Source: an optimization exercise on an open RTL-to-GDS flow (aim: small area, a short achievable clock period and few clock cycles). Production flows keep margins and buffers that such runs may drop. At most, simulation tests tie the RTL to the original design; equivalence was not proved. No activity file was given, so power comes from the tool's default toggle rates.

## rev 12
==> flow/design.v <==
module phpb_serial (
    input  wire        clk,
    input  wire        rst,             
    input  wire        cfg_guard_en,    
    input  wire [16:0] cfg_max_len,     
    input  wire        cfg_drop_zero,   
    input  wire        rx_in_valid,
    output wire        rx_in_ready,
    input  wire [7:0]  rx_in_data,
    input  wire        rx_in_last,      
    output wire        rx_out_valid,
    input  wire        rx_out_ready,
    output wire [7:0]  rx_out_data,
    output wire        rx_out_sop,
    output wire        rx_out_eop,
    output wire [47:0] rx_out_hdr,      
    output wire [16:0] rx_out_tlen,     
    input  wire        tx_in_valid,
    output wire        tx_in_ready,
    input  wire [7:0]  tx_in_data,
    output wire        tx_out_valid,
    input  wire        tx_out_ready,
    output wire [7:0]  tx_out_data,
    output reg  [15:0] cnt_rx_pkt,
    output reg  [15:0] cnt_malformed,
    output reg  [15:0] cnt_zero_drop
);
    wire       bw       = (cfg_max_len[7:0] < 8'd7);
    reg  [7:0] m_lo;        
    always @(posedge clk)
        m_lo <= cfg_max_len[7:0] - 8'd7;
    wire       g_never  = !cfg_guard_en || (cfg_max_len >= 17'd65542);   
    wire       g_always = cfg_guard_en && (cfg_max_len < 17'd7);         
    reg       rdy;
    reg       ib_v, i2_v;
    reg [7:0] ib_d, i2_d;
    reg       ib_l, i2_l;
    reg       ib_ff, i2_ff;
    reg       ib_00, i2_00;
    reg       ib_gt, i2_gt;     
    wire take  = rx_in_valid && rdy;
    wire in_ff = (rx_in_data == 8'hFF);
    wire in_00 = (rx_in_data == 8'h00);
    wire in_gt = (rx_in_data > m_lo);
    assign rx_in_ready = rdy;
    reg        pend;        
    reg        body;        
    reg        disc;        
    reg        drop;        
    reg [2:0]  hc;          
    reg [4:0]  tt;          
    reg [4:0]  ct;          
    reg [39:0] sr;          
    reg        tl_a, tl_b;  
    reg        zf;          
    reg [16:0] remain;      
    reg        rend;        
    reg        ov, osop, oeop;
    reg [7:0]  od;
    reg        ev_pkt, ev_mal, ev_zero;
    wire hdr = !body && !disc;
    wire other  = !ib_ff && !ib_00;
    wire absorb = !pend && ib_ff;           
    wire split  = pend && other;            
    wire [7:0] tdata = pend ? {8{!ib_00}} : ib_d;
    wire tlast  = ib_l && !split;
    wire [8:0] tdata_p1 = {1'b0, tdata} + 9'd1;
    wire tgt_lo = split ? (m_lo != 8'hFF) : ib_gt;
    wire too_long = tl_a || (tl_b && tgt_lo);
    wire [4:0] tsel = tt & ~{1'b0, tt[4:1]};
    wire [7:0] top_byte = ({8{tsel[0]}} & sr[7:0])   | ({8{tsel[1]}} & sr[15:8])  |
                          ({8{tsel[2]}} & sr[23:16]) | ({8{tsel[3]}} & sr[31:24]) |
                          ({8{tsel[4]}} & sr[39:32]);
    wire [16:0] tlen_new = {1'b0, sr[7:0], tdata} + 17'd7;
    reg  [16:0] rflip;
    integer ri;
    always @(*) begin
        rflip[0] = 1'b1;
        for (ri = 1; ri < 17; ri = ri + 1)
            rflip[ri] = rflip[ri-1] && !remain[ri-1];
    end
    wire hc5   = (hc == 3'd5);
    wire ofree = !ov || rx_out_ready;
    wire room = !tt[4] || (ofree && ct[0]);
    wire acc = ib_v && (absorb || disc ||
                        (hdr  && (hc5 ? (!ct[0] && ofree) : room)) ||
                        (body && (drop || ofree || (!tt[4] && !osop))));
    wire tok      = acc && !absorb;             
    wire push     = tok && (hdr || (body && !drop));
    wire complete = tok && hdr && hc5;
    wire zdrop    = zf;
    wire hdr_ok   = complete && !too_long && !zdrop;
    wire hdr_bad  = complete && too_long;
    wire btok     = tok && body;
    wire body_end = btok && rend;
    wire cons     = acc && !split;
    wire load     = ofree && (ct[0] || hdr_ok);
    wire bpush    = push && body;
    wire       n_pend = acc ? absorb : pend;
    wire       n_body = complete ? !too_long : (body && !body_end);
    wire       n_disc = complete ? (too_long && !tlast) : (disc && !(acc && tlast));
    wire       n_drop = complete ? zdrop : drop;
    wire [2:0] n_hc   = complete ? 3'd0 : ((tok && hdr) ? hc + 3'd1 : hc);
    wire       n_ov   = load || (ov && !rx_out_ready);
    wire [4:0] n_tt   = (complete && !hdr_ok) ? 5'd0 :
                        (push && !load)      ? {tt[3:0], 1'b1} :
                        (load && !push)      ? {1'b0, tt[4:1]} : tt;
    wire [4:0] n_ct   = hdr_ok              ? 5'b11111 :
                        (bpush && !load)     ? {ct[3:0], 1'b1} :
                        (load && !bpush)     ? {1'b0, ct[4:1]} : ct;
    wire       ib_free = !ib_v || cons;
    wire       n_ibv   = ib_free ? (i2_v || take) : 1'b1;
    wire       n_i2v   = !ib_free && (i2_v || take);
    always @(posedge clk) begin
        if (ib_free) begin
            if (i2_v) begin
                ib_d  <= i2_d;
                ib_l  <= i2_l;
                ib_ff <= i2_ff;
                ib_00 <= i2_00;
                ib_gt <= i2_gt;
            end else if (take) begin
                ib_d  <= rx_in_data;
                ib_l  <= rx_in_last;
                ib_ff <= in_ff;
                ib_00 <= in_00;
                ib_gt <= in_gt;
            end
        end else if (take) begin
            i2_d  <= rx_in_data;
            i2_l  <= rx_in_last;
            i2_ff <= in_ff;
            i2_00 <= in_00;
            i2_gt <= in_gt;
        end
        if (push)
            sr <= {sr[31:0], tdata};
        if (tok && hdr) begin
            if (hc == 3'd0) zf <= cfg_drop_zero && (tdata == 8'h00);
            if (hc == 3'd4) begin
                tl_a <= g_always || (!g_never && (bw ? ({1'b0, tdata} >= cfg_max_len[16:8])
                                                     : ({1'b0, tdata} >  cfg_max_len[16:8])));
                tl_b <= !g_always && !g_never && (bw ? (tdata_p1 == cfg_max_len[16:8])
                                                     : ({1'b0, tdata} == cfg_max_len[16:8]));
            end
        end
        remain <= complete ? tlen_new : (remain ^ ({17{btok}} & rflip));
        if (complete)
            rend <= (sr[7:0] == 8'h00) && (tdata == 8'h00);
        else if (btok)
            rend <= (remain == 17'd8);
        if (load) begin
            od   <= top_byte;
            osop <= hdr_ok;
            oeop <= !body && ct[0] && !ct[1];
        end
        if (rst) begin
            rdy      <= 1'b1;
            ib_v     <= 1'b0;
            i2_v     <= 1'b0;
            pend     <= 1'b0;
            body     <= 1'b0;
            disc     <= 1'b0;
            drop     <= 1'b0;
            hc       <= 3'd0;
            tt       <= 5'd0;
            ct       <= 5'd0;
            ov       <= 1'b0;
            ev_pkt   <= 1'b0;
            ev_mal   <= 1'b0;
            ev_zero  <= 1'b0;
        end else begin
            rdy      <= !n_i2v;
            ib_v     <= n_ibv;
            i2_v     <= n_i2v;
            pend     <= n_pend;
            body     <= n_body;
            disc     <= n_disc;
            drop     <= n_drop;
            hc       <= n_hc;
            tt       <= n_tt;
            ct       <= n_ct;
            ov       <= n_ov;
            ev_pkt   <= body_end && !drop;
            ev_mal   <= hdr_bad;
            ev_zero  <= body_end && drop;
        end
    end
    always @(posedge clk) begin
        if (rst) begin
            cnt_rx_pkt    <= 16'd0;
            cnt_malformed <= 16'd0;
            cnt_zero_drop <= 16'd0;
        end else begin
            if (ev_pkt && cnt_rx_pkt != 16'hFFFF)
                cnt_rx_pkt <= cnt_rx_pkt + 16'd1;
            if (ev_mal && cnt_malformed != 16'hFFFF)
                cnt_malformed <= cnt_malformed + 16'd1;
            if (ev_zero && cnt_zero_drop != 16'hFFFF)
                cnt_zero_drop <= cnt_zero_drop + 16'd1;
        end
    end
    assign rx_out_valid = ov;
    assign rx_out_data  = od;
    assign rx_out_sop   = osop;
    assign rx_out_eop   = oeop;
    assign rx_out_hdr   = {od, sr};    
    assign rx_out_tlen  = remain;
    reg       trdy;
    reg       tov;
    reg [7:0] tod;
    reg       tpv, tpb;
    reg       sv;
    reg [7:0] sd;
    wire ttake  = tx_in_valid && trdy;
    wire tofree = !tov || tx_out_ready;
    wire in_sp  = (tx_in_data == 8'hFF) || (tx_in_data == 8'h00);
    wire sd_sp  = (sd == 8'hFF) || (sd == 8'h00);
    wire tdirect = tofree && !tpv && !sv;
    reg  n_sv;
    always @(*) begin
        n_sv = sv;
        if (tofree && !tpv && sv)
            n_sv = 1'b0;
        if (ttake && !tdirect)
            n_sv = 1'b1;
    end
    assign tx_in_ready = trdy;
    always @(posedge clk) begin
        if (tofree) begin
            if (tpv) begin
                tod <= {8{tpb}};
            end else if (sv) begin
                tod <= sd_sp ? 8'hFF : sd;
                tpb <= sd[0];
            end else if (ttake) begin
                tod <= in_sp ? 8'hFF : tx_in_data;
                tpb <= tx_in_data[0];
            end
        end
        if (ttake && !tdirect)
            sd <= tx_in_data;
        if (rst) begin
            trdy <= 1'b1;
            tov  <= 1'b0;
            tpv  <= 1'b0;
            sv   <= 1'b0;
        end else begin
            if (tofree) begin
                if (tpv) begin
                    tov <= 1'b1;
                    tpv <= 1'b0;
                end else if (sv) begin
                    tov <= 1'b1;
                    tpv <= sd_sp;
                end else if (ttake) begin
                    tov <= 1'b1;
                    tpv <= in_sp;
                end else begin
                    tov <= 1'b0;
                end
            end
            sv   <= n_sv;
            trdy <= !n_sv;
        end
    end
    assign tx_out_valid = tov;
    assign tx_out_data  = tod;
endmodule
==> flow/config.mk <==
export PLATFORM = sky130hd
export DESIGN_NAME = phpb_serial
export DESIGN_NICKNAME = phpb_serial
export VERILOG_FILES = /design/flow/design.v
export SDC_FILE = /design/flow/constraint.sdc
export NUM_CORES = 4
export LEC_CHECK = 0
export CAP_MARGIN = 20
export CORE_MARGIN = 2
export CORE_UTILIZATION = 40
export SETUP_SLACK_MARGIN = 3.5
export SLEW_MARGIN = 20
==> flow/constraint.sdc <==
create_clock -name core_clock -period 6.0 [get_ports {clk}]
set_input_delay 1.2000 -clock core_clock [delete_from_list [all_inputs] [get_ports {clk}]]
set_output_delay 1.2000 -clock core_clock [all_outputs]
set_load 0.01 [all_outputs]
standard.sh (not shown) runs the stock make flow with config.mk's settings and CLKGATE_MAP_FILE= SYNTH_SCRIPT=/design/flow/synth_recipe.tcl, a recipe that flattens the netlist after the stock synthesis.
==> flow/flow/run.sh <==
#!/bin/bash
# Standard layout, with the port buffers made from buf_1 cells instead of the
# resizer's default choice. Full tool output goes to flow_standard.log.
set -euo pipefail
export BUFFER_PORTS_ARGS="-buffer_cell sky130_fd_sc_hd__buf_1"
bash standard.sh > flow_standard.log 2>&1
Testbench counts of rev 12, summed over its fixed seeds: cycles 121,481.
For rev 13, these inputs were changed with respect to rev 12:
--- a/flow/design.v
+++ b/flow/design.v
@@ -31,8 +31,8 @@
         m_lo <= cfg_max_len[7:0] - 8'd7;
     wire       g_never  = !cfg_guard_en || (cfg_max_len >= 17'd65542);   
     wire       g_always = cfg_guard_en && (cfg_max_len < 17'd7);         
-    reg       rdy;
     reg       ib_v, i2_v;
+    wire      rdy = !i2_v;
     reg [7:0] ib_d, i2_d;
     reg       ib_l, i2_l;
     reg       ib_ff, i2_ff;
@@ -155,7 +155,6 @@
             oeop <= !body && ct[0] && !ct[1];
         end
         if (rst) begin
-            rdy      <= 1'b1;
             ib_v     <= 1'b0;
             i2_v     <= 1'b0;
             pend     <= 1'b0;
@@ -170,7 +169,6 @@
             ev_mal   <= 1'b0;
             ev_zero  <= 1'b0;
         end else begin
-            rdy      <= !n_i2v;
             ib_v     <= n_ibv;
             i2_v     <= n_i2v;
             pend     <= n_pend;
@@ -206,7 +204,7 @@
     assign rx_out_eop   = oeop;
     assign rx_out_hdr   = {od, sr};    
     assign rx_out_tlen  = remain;
-    reg       trdy;
+    wire      trdy;
     reg       tov;
     reg [7:0] tod;
     reg       tpv, tpb;
@@ -225,6 +223,7 @@
         if (ttake && !tdirect)
             n_sv = 1'b1;
     end
+    assign trdy = !sv;
     assign tx_in_ready = trdy;
     always @(posedge clk) begin
         if (tofree) begin
@@ -241,7 +240,6 @@
         if (ttake && !tdirect)
             sd <= tx_in_data;
         if (rst) begin
-            trdy <= 1'b1;
             tov  <= 1'b0;
             tpv  <= 1'b0;
             sv   <= 1'b0;
@@ -261,7 +259,6 @@
                 end
             end
             sv   <= n_sv;
-            trdy <= !n_sv;
         end
     end
     assign tx_out_valid = tov;
In the reports for rev 13 and rev 12, the larger met3 wire length belongs to rev 13. Post-synth net total, rev 13 vs rev 12: up slightly. Of the two values seen for capture point of the critical path, sr[6] was produced by rev 12 and i2_d[5] by rev 13. Going from rev 12 to rev 13, total of plain and repair buffers excluding clock buffers increased by 6 relative to the old numbers, gate count of the mapped netlist increased by 12 relative to the old numbers, placed instance count increased by 42 relative to the old numbers, clock skew decreased by 3.5 ps relative to the old numbers, routed wire length increased by about 7% relative to the old numbers. Side by side, largest voltage drop on the vdd net turned out higher in rev 13 than in rev 12. Changes observed in rev 13 relative to rev 12: fraction of the mapped netlist area in compound gates flat, ratio of final minimum period to clock period up 2.0 points, worst-case hold slack flat, total design power up about 1.1%. Relative to rev 12, number of logic stages on the critical path including buffering decreased by 1 in rev 13. For number of logic inverters in the finished layout, dividing the value from rev 12 by the value from rev 13 gives 1.2.
Only the layout flow was run in rev 13; the RTL was not checked for function there.

[static timing again, ports no longer ideal]
No port has a modelled driver above. Below, the same layouts with a new extraction and two added sets of constraints. Step 1, drivers: a clkbuf_16 drives clk and a buf_2 each remaining input, both assumed. Step 2 moves the port delays by t, midway between the first and last clock arrival at a register: inputs arrive t later, outputs are due t later. That takes back most of the time a late clock gives input paths. Slacks: ideal / step 1 / step 2; pairs: ideal / step 1.
run | t, ns | setup slack, ns | slew at the worst register clock pin (ns) | worst data-port slew with drivers (ns)
rev 12 | 0.472 | 3.450 / 3.409 / 2.937 | 0.08 / 0.08 | 0.08
rev 13 | 0.471 | 3.327 / 3.311 / 2.841 | 0.09 / 0.09 | 0.07
After both steps every run listed still meets setup and hold. For rev 12, which loses most, drivers alone change the setup slack by -0.041 ns; drivers and shift together by -0.513 ns.
